From an optimization exercise on the open Yosys and OpenROAD flow, aimed at small area and a short achievable clock period; shortcuts taken in it are not production practice. Power and IR drop assume default switching activity.

Design pwm_sched, start of the top module:
module pwm_sched (
    input  wire        clk,
    input  wire        rst,         
    input  wire        tick,        
    input  wire        fault,       
    input  wire        cmd_valid,
    input  wire [31:0] cmd,
    output reg         rsp_valid,
    output reg         rsp_err,
    output wire [31:0] rsp_data,
    output wire [17:0] pwm_out
);
Settings: LEC_CHECK=0, CAP_MARGIN=20, CORE_MARGIN=2, CORE_UTILIZATION=35, CTS_BUF_LIST=sky130_fd_sc_hd__clkbuf_8, CTS_CLUSTER_DIAMETER=60, CTS_CLUSTER_SIZE=12, PLACE_DENSITY=0.5, SLEW_MARGIN=20; clock period 100.0 ns.
standard.sh (not shown) runs the stock make flow with config.mk's settings and CLKGATE_MAP_FILE= SYNTH_SCRIPT=/design/flow/synth_recipe.tcl, a recipe that flattens the netlist after the stock synthesis.
==> flow/flow/run.sh <==
#!/bin/bash
# Own layout flow: the standard layout (standard.sh) with the synthesis
# step of flow/synth.tcl (ABC script below, adders left to ABC), and the
# port buffers made of buf_4 cells. Each tool's output is in orfs/logs;
# make's own output goes to flow_make.log in the work folder.
set -euo pipefail
W=$(cd "$(dirname "$0")/.." && pwd)
D=7000
printf 'strash\ndch\nmap -D %s\nstrash\ndch\nmap -D %s\ntopo\nstime -c\nbuffer -c\nupsize -c -D %s\ndnsize -c -D %s\nstime -c\n' $D $D $D $D > "$W/abc.script"
export MY_ABC_SCRIPT="$W/abc.script"
export MY_ABC_D=$D
bash "$W/standard.sh" SYNTH_SCRIPT="$W/flow/synth.tcl" ADDER_MAP_FILE= \
  BUFFER_PORTS_ARGS="-buffer_cell sky130_fd_sc_hd__buf_4" finish > "$W/flow_make.log" 2>&1
==> flow/flow/synth.tcl <==
proc synth {args} { yosys synth -nofsm -noshare {*}$args }
proc abc {args} {
  set rest {}
  set i 0
  while {$i < [llength $args]} {
    set a [lindex $args $i]
    if {$a eq "-script" || $a eq "-D"} { incr i 2; continue }
    lappend rest $a
    incr i
  }
  yosys abc -script $::env(MY_ABC_SCRIPT) -D $::env(MY_ABC_D) {*}$rest
}
source $::env(SCRIPTS_DIR)/synth.tcl
# left out here: clear keep_hierarchy, flatten, clean up, hide names made inside functions, write 1_2_yosys.v
The first run completed without violations.
==> next run, changes <==
--- a/flow/design.v
+++ b/flow/design.v
@@ -4,38 +4,37 @@
     input  wire        tick,        
     input  wire        fault,       
     input  wire        cmd_valid,
     input  wire [31:0] cmd,
     output reg         rsp_valid,
     output reg         rsp_err,
     output wire [31:0] rsp_data,
     output wire [17:0] pwm_out
 );
     localparam integer NCH   = 18;
-    localparam integer DSPLIT = 6;              
+    localparam integer DSPLIT = 5;              
     localparam [19:0]  NUM   = 20'd1000000;     
     localparam [15:0]  HELD  = 16'hFFFF;
     reg        initialized, running, disable_req, lock, fault_flag;
     reg [15:0] period_ticks;
     reg [15:0] counter;
     reg [15:0] compare;
     reg [4:0]  cursor;
     reg [31:0] period_count;
     reg [17:0] out;
     reg [31:0] rsp_q;                           
     reg        pend;                            
     reg [4:0]  pch;                             
     reg        ipend;                           
     reg        rdp;                             
     reg [15-DSPLIT:0] dv_q;                     
     reg [17:0] dv_d3;                           
-    reg [15:0] dv_hzn;                          
     reg [16*NCH-1:0] sh;                        
     reg [5*NCH-1:0]  sr;                        
     reg [16*NCH-1:0] ap;                        
     reg [5*NCH-1:0]  ar;                        
     reg              aclr;                      
     assign pwm_out = out;
     integer i, k;
     function [17:0] div_step;                   
         input [15:0] r;                         
         input integer s;                        
@@ -61,53 +60,63 @@
             t2 = x - m2;
             t3 = x - m3;
             if (g3)      div_step = {2'd3, t3[15:0]};
             else if (g2) div_step = {2'd2, t2[15:0]};
             else if (g1) div_step = {2'd1, t1[15:0]};
             else         div_step = {2'd0, x[15:0]};
             if (20 - s < 16)
                 div_step[15:0] = div_step[15:0] & ((16'd1 << (20 - s)) - 16'd1);
         end
     endfunction
-    function [31:0] div_head;                   
+    function [16:0] div_step2;                  
+        input [15:0] r;                         
+        input integer s;                        
         input [15:0] d;
-        input [17:0] d3;
-        reg [15:0] r; reg [15:0] q; reg [17:0] st; integer s;
+        integer w;
+        reg [16:0] x, msk, t;
+        reg g;
         begin
-            r = {12'd0, NUM[19:16]}; q = 16'd0;
-            for (s = 14; s >= DSPLIT; s = s - 2) begin
-                st = div_step(r, s, d, d3);
-                q[s+1 -: 2] = st[17:16];
-                r = st[15:0];
-            end
-            div_head = {r, q};
+            w   = (21 - s < 17) ? 21 - s : 17;
+            msk = (17'd1 << w) - 17'd1;
+            x   = {r, NUM[s]} & msk;
+            g   = ({1'b0, d} <= msk) && (x >= ({1'b0, d} & msk));
+            t   = x - {1'b0, d};
+            div_step2 = g ? {1'b1, t[15:0]} : {1'b0, x[15:0]};
+            if (20 - s < 16)
+                div_step2[15:0] = div_step2[15:0] & ((16'd1 << (20 - s)) - 16'd1);
         end
     endfunction
-    function [15:0] div_tail;                   
+    function [31:0] div_run;                    
         input [15:0] rin;
-        input [15:0] d;                         
-        input [15:0] dl;                        
+        input integer hi;
+        input integer lo;
+        input [15:0] d;
         input [17:0] d3;
-        reg [15:0] r; reg [15:0] q; reg [17:0] st; integer s;
+        reg [15:0] r; reg [15:0] q; reg [17:0] st; reg [16:0] st2; integer s;
         begin
             r = rin; q = 16'd0;
-            for (s = DSPLIT - 2; s >= 0; s = s - 2) begin
-                st = div_step(r, s, (s == DSPLIT - 2) ? d : dl, d3);
+            for (s = hi - 1; s >= lo; s = s - 2) begin
+                st = div_step(r, s, d, d3);
                 q[s+1 -: 2] = st[17:16];
                 r = st[15:0];
             end
-            div_tail = q;
+            if ((hi - lo) % 2 == 0) begin
+                st2 = div_step2(r, lo, d);
+                q[lo] = st2[16];
+                r = st2[15:0];
+            end
+            div_run = {r, q};
         end
     endfunction
     wire [17:0] hz3   = {2'b0, cmd[15:0]} + {1'b0, cmd[15:0], 1'b0};
-    wire [31:0] dh    = div_head(cmd[15:0], hz3);
-    wire [15:0] dt    = div_tail(rsp_q[31:16], rsp_q[15:0], ~dv_hzn, dv_d3);
+    wire [31:0] dh    = div_run({12'd0, NUM[19:16]}, 15, DSPLIT, cmd[15:0], hz3);
+    wire [31:0] dt    = div_run(rsp_q[31:16], DSPLIT - 1, 0, rsp_q[15:0], dv_d3);
     wire [15:0] p_new = {dv_q, dt[DSPLIT-1:0]};
     wire [15:0] p_eff = ipend ? p_new : period_ticks;    
     assign rsp_data = ipend ? {16'd0, p_new} : rdp ? rd_data : rsp_q;
     wire [15:0] pv = rsp_q[15:0];
     reg  [4:0]  ro;                             
     reg  [NCH-1:0] lt;                          
     reg  [5*NCH-1:0] sr_eff;
     reg  [4:0]  nlo;
     always @* begin
         ro = 5'd0;
@@ -308,21 +317,20 @@
                 counter <= n_counter;
                 compare <= n_compare;
                 cursor  <= n_cursor;
             end
         end
     end
     always @(posedge clk) begin
         pch   <= wch;
         dv_q  <= dh[15:DSPLIT];
         dv_d3 <= hz3;
-        dv_hzn <= ~cmd[15:0];
         if (init_ok)
             rsp_q <= {dh[31:16], cmd[15:0]};
         else if (width_ok)
             rsp_q <= {16'd0, wv};
         else if (rd_ok)
             rsp_q <= {24'd0, rn};
         else
             rsp_q <= 32'd0;
     end
     genvar g;
Final area increases by about 0.4%.
Worst hold slack is better by 0.011 ns.
Clock skew decreases by 0.0060 ns.
Utilization barely changes.
Wire length decreases by 1.8%.
Combinational power increases by 17%.
Global-route usage decreases by 1.3 points.
No functional check of the RTL was part of any run of this note.

[what the ideal ports hide]
How much do the figures lean on ideal ports? The routed layouts below were timed once more, with nothing changed but the port constraints. Step 1 (the two cells are an assumption about what drives the block):
set clk [get_ports {clk}]
set_driving_cell -lib_cell sky130_fd_sc_hd__clkbuf_16 $clk
set_driving_cell -lib_cell sky130_fd_sc_hd__buf_2 [delete_from_list [all_inputs] $clk]
Step 2 moves the port delays by t, midway between the first and last clock arrival at a register: inputs arrive t later, outputs are due t later. That takes back most of the time a late clock gives input paths. Three values: no drivers, after step 1, after step 2; two values: the first two.
run	shift t [ns]	setup slack, ns	pins driven straight from the clock port
the first run	1.121	68.949 / 68.835 / 69.189	1
the second run	1.043	67.663 / 67.569 / 67.766	1
After both steps every run listed still meets setup and hold.
